From an optimization exercise on the open Yosys and OpenROAD flow, aimed at small area, a short achievable clock period and few clock cycles; shortcuts taken in it are not production practice. Where RTL was checked, it was by simulation tests only, not by an equivalence proof against the original. Power figures rest on the tool's default switching activity, not on a simulated workload.

// pov_core
module pov_core (
    input  wire        clk,
    input  wire        rst,           
    input  wire        cmd_valid,
    input  wire [39:0] cmd_word,
    output reg         cmd_ready,
    output reg         resp_valid,
    output wire [7:0]  resp_code,
    input  wire        tick_valid,
    output reg         tick_ready,
    output reg         led_data,
    output reg         led_clk,
    output reg         led_latch,
    output wire        led_oe,
    output reg  [3:0]  coil,
    output reg  [31:0] step_delay_ms,
    output reg         timer_armed
);
export LEC_CHECK = 0
export CAP_MARGIN = 20
export CORE_MARGIN = 2
export CORE_UTILIZATION = 50
export CTS_CLUSTER_DIAMETER = 100
export CTS_CLUSTER_SIZE = 25
export PLACE_DENSITY = 0.65
export SETUP_SLACK_MARGIN = 4.0
export SLEW_MARGIN = 20
create_clock -name core_clock -period 6.5 [get_ports {clk}]
standard.sh (not shown) runs the stock make flow with config.mk's settings and CLKGATE_MAP_FILE= SYNTH_SCRIPT=/design/flow/synth_recipe.tcl, a recipe that flattens the netlist after the stock synthesis.
==> flow/flow/run.sh <==
#!/bin/bash
# The standard layout (the standard.sh), with every input and output
# port buffered by a plain buffer cell instead of the default choice.
set -e
export BUFFER_PORTS_ARGS="-buffer_cell sky130_fd_sc_hd__buf_1"
bash standard.sh > standard.log 2>&1
Edit:
Settings changed: CORE_UTILIZATION 50 to 40, PLACE_DENSITY 0.65 to 0.6.
Outcome: The changed run passed the timing, design-rule and antenna checks. Total power stays flat. Routed wire length came out higher by 4.2%. Synthesized area does not change. Clock power hardly moves. Fmax came out lower by about 1.4%. Design area stays flat. Setup slack got worse by 0.034 ns. Non-clock buffer count came out lower by 1. Utilization came out lower by 11 points.
No run of this note included a check of the RTL's function; only the layout flow was run.

* * *

Another version of the RTL of pov_core (not shown whole).
Size in the first run: ~940 cells after synthesis, about 310 flip-flops, ~0.011 mm^2 of cells after synthesis.
==> flow/config.mk <==
export PLATFORM = sky130hd
export DESIGN_NAME = pov_core
export DESIGN_NICKNAME = pov_core
export VERILOG_FILES = /design/flow/design.v
export SDC_FILE = /design/flow/constraint.sdc
export NUM_CORES = 4
export LEC_CHECK = 0
export CAP_MARGIN = 20
export CORE_MARGIN = 2
export CORE_UTILIZATION = 40
export CTS_CLUSTER_DIAMETER = 100
export CTS_CLUSTER_SIZE = 25
export PLACE_DENSITY = 0.6
export SETUP_SLACK_MARGIN = 4.15
export SLEW_MARGIN = 20
==> flow/constraint.sdc <==
create_clock -name core_clock -period 6.5 [get_ports {clk}]
set_input_delay 1.3000 -clock core_clock [delete_from_list [all_inputs] [get_ports {clk}]]
set_output_delay 1.3000 -clock core_clock [all_outputs]
set_load 0.01 [all_outputs]
Scripts as last shown in full above: flow/flow/run.sh
Testbench counts at the start, summed over its fixed seeds: cycles 61,472.
==> next run, changes <==
==> flow/run.sh (new file) <==
#!/bin/bash
# synth_recipe.tcl (not shown) runs the flow's synth.tcl, then flattens the netlist and writes it again
# the make line also repeats each setting of config.mk as NAME=value (left out here)
make -C /OpenROAD-flow-scripts/flow DESIGN_CONFIG=/design/flow/config.mk WORK_HOME=/design/flow/orfs CLKGATE_MAP_FILE= SYNTH_SCRIPT=/design/flow/synth_recipe.tcl finish
- CTS_CLUSTER_DIAMETER: 100 -> unset
- CTS_CLUSTER_SIZE: 25 -> unset
removed: flow/flow/run.sh
removed: flow/standard.sh
Total power climbs by 19%.
Cell count goes up by 2.2%.
Setup slack gains 27 ps.
Register-to-register slack is better by 50 ps.
Design area goes up by 7.5%.
Core utilization increases by 3.5 points.
Count of clock-buffer cells in the layout rose by 25.
Hold slack improved by 4.8 ps.

* * *

Another version of the RTL of pov_core (not shown whole).
Size: about 310 flip-flops, about 96 I/O pins, ~10000 um^2 of cells after synthesis.
// pov_core
module pov_core (
    input  wire        clk,
    input  wire        rst,           
    input  wire        cmd_valid,
    input  wire [39:0] cmd_word,
    output reg         cmd_ready,
    output reg         resp_valid,
    output wire [7:0]  resp_code,
    input  wire        tick_valid,
    output reg         tick_ready,
    output reg         led_data,
    output reg         led_clk,
    output reg         led_latch,
    output wire        led_oe,
    output reg  [3:0]  coil,
    output reg  [31:0] step_delay_ms,
    output reg         timer_armed
);
    assign led_oe = 1'b0;
    reg [127:0] ring;           
    reg [3:0]   rot;
    reg         clr;            
    reg [3:0]   write_end, read_front, read_back;
    reg [4:0]   pixel_step;     
    reg         pwrap;          
    reg         pb2;            
    reg [4:0]   highlighted;
    reg         underrun, dneg;
    reg [2:0]   phase_index;
    reg [3:0]   bsh;            
    wire        halted = ~timer_armed;
    reg         busy;
    reg [3:0]   cyc;
    reg         tgo;            
    reg [6:0]   sh;
    reg         cw;             
    reg [3:0]   cnext;          
    reg         p_ophz;         
    reg [2:0]   p_op;           
    reg         p_zx;           
    reg         p_zf;           
    reg         p_zb1;          
    reg         p_z0h;          
    reg         p_a0;           
    reg         p_neg;          
    reg         p_e0;           
    reg         p_eff;          
    reg         p_elt;          
    reg         p_egt;          
    reg         p_lgt;          
    reg         rc7, rc1, rc0;
    assign resp_code = {rc7, 5'b00000, rc1, rc0};
    reg [24:0]  dm;
    reg [24:0]  dr;
    reg [2:0]   dj;             
    reg         dneg_r;         
    reg         dcy;            
    reg         dtop;           
    reg [5:0]   dcnt;           
    reg         drun;
    reg         dovf;           
    wire cmd_acc  = cmd_valid & cmd_ready;
    wire tick_acc = tick_valid & tick_ready;
    wire c15 = busy & (cyc == 4'd15);
    wire busy_n = tgo | (busy & ~c15);
    wire [3:0] cyc_n = tgo ? 4'd0 : cyc + 4'd1;
    wire       front_on = (pixel_step <= highlighted);
  ...
Settings: LEC_CHECK=0, CAP_MARGIN=20, CORE_MARGIN=2, CORE_UTILIZATION=40, CTS_CLUSTER_DIAMETER=100, CTS_CLUSTER_SIZE=25, PLACE_DENSITY=0.6, SETUP_SLACK_MARGIN=3.85, SLEW_MARGIN=20; clock period 6.5 ns.
==> flow/flow/run.sh <==
#!/bin/bash
# The standard layout (the standard.sh), with every input and output
# port buffered by a plain buffer cell instead of the default choice.
set -e
export BUFFER_PORTS_ARGS="-buffer_cell sky130_fd_sc_hd__buf_1"
bash standard.sh > standard.log 2>&1
Testbench counts at the start, summed over its fixed seeds: cycles 61,728.
Next try:
--- a/flow/config.mk
+++ b/flow/config.mk
@@ -9,7 +9,7 @@
 export CORE_MARGIN = 2
-export CORE_UTILIZATION = 40
+export CORE_UTILIZATION = 60
 export CTS_CLUSTER_DIAMETER = 100
 export CTS_CLUSTER_SIZE = 25
-export PLACE_DENSITY = 0.6
-export SETUP_SLACK_MARGIN = 3.85
+export PLACE_DENSITY = 0.75
+export SETUP_SLACK_MARGIN = 4.0
 export SLEW_MARGIN = 20
Outcome: Total power came out higher slightly. Core utilization came out higher by 23 points. Critical path depth stays the same. Clock power hardly moves. Wire length came out lower by a few percent. Worst setup slack gains 0.14 ns. Combinational power came out higher by a little under a tenth. Final area came out higher slightly. Global-route usage came out higher by 5.9 points.
Next try:
--- a/flow/config.mk
+++ b/flow/config.mk
@@ -9,6 +9,7 @@
 export CORE_MARGIN = 2
-export CORE_UTILIZATION = 60
+export CORE_UTILIZATION = 40
 export CTS_CLUSTER_DIAMETER = 100
 export CTS_CLUSTER_SIZE = 25
-export PLACE_DENSITY = 0.75
+export GPL_TIMING_DRIVEN = 0
+export PLACE_DENSITY = 0.6
 export SETUP_SLACK_MARGIN = 4.0
=> The new run passed the timing, design-rule and antenna checks; cell count grows by roughly a tenth; cell area grows slightly; sequential power is about the same; worst setup slack hardly moves; global-route usage shrinks by 5.3 points.
Next try:
--- a/flow/config.mk
+++ b/flow/config.mk
@@ -9,7 +9,6 @@
 export CORE_MARGIN = 2
-export CORE_UTILIZATION = 40
+export CORE_UTILIZATION = 50
 export CTS_CLUSTER_DIAMETER = 100
 export CTS_CLUSTER_SIZE = 25
-export GPL_TIMING_DRIVEN = 0
-export PLACE_DENSITY = 0.6
+export PLACE_DENSITY = 0.65
 export SETUP_SLACK_MARGIN = 4.0
After rerunning: Worst hold slack is better by 0.0048 ns. Register-to-register slack improves by 0.05 ns. Power shrinks slightly. Final area came out lower by a few percent. Synthesized area is unchanged. Synthesized cell count is unchanged. Routed wire length is lower by roughly a tenth. Count of clock-buffer cells in the layout is lower by 1. Setup slack gains 0.0054 ns.

-- re-timing with driven ports --
In the flow no input, the clock included, has a driving cell. The finished layouts below were timed again as built, in two steps.
Step 1, drivers: a clkbuf_16 drives clk and a buf_2 each remaining input, both assumed.
Step 2, shift: input delay + t, output delay - t, t = (earliest + latest rising clock arrival at the registers) / 2. This alone moves slack from input paths to output paths.
a / b / c = no drivers / after step 1 / after step 2; a / b = the first two.
| run | t, ns | setup slack, ns | hold WS [ns] | slew at the worst register clock pin (ns) | worst slew at a driven data input, ns |
|---|---|---|---|---|---|
| the first run of note 1 | 0.535 | 4.055 / 4.007 / 3.668 | 0.318 / 0.318 / 0.318 | 0.10 / 0.10 | 0.06 |
| the second run of note 1 | 0.547 | 4.021 / 4.018 / 3.594 | 0.329 / 0.329 / 0.329 | 0.10 / 0.10 | 0.05 |
| the first run of note 2 | 0.538 | 4.110 / 4.110 / 3.749 | 0.314 / 0.314 / 0.314 | 0.10 / 0.10 | 0.04 |
| the second run of note 2 | 0.595 | 4.137 / 4.089 / 3.712 | 0.319 / 0.319 / 0.319 | 0.06 / 0.06 | 0.05 |
| the first run of note 3 | 0.536 | 3.909 / 3.864 / 3.549 | 0.316 / 0.316 / 0.316 | 0.10 / 0.10 | 0.04 |
| the second run of note 3 | 0.534 | 4.051 / 4.009 / 3.575 | 0.308 / 0.308 / 0.308 | 0.10 / 0.10 | 0.04 |
| the third run of note 3 | 0.538 | 4.050 / 4.007 / 3.581 | 0.311 / 0.311 / 0.311 | 0.10 / 0.10 | 0.05 |
| the fourth run of note 3 | 0.544 | 4.056 / 4.012 / 3.658 | 0.316 / 0.316 / 0.316 | 0.10 / 0.10 | 0.06 |
After both steps every run listed still meets setup and hold. The setup slack of the second run of note 3, which loses most, moves by -0.042 ns with the drivers and by -0.476 ns with both steps.
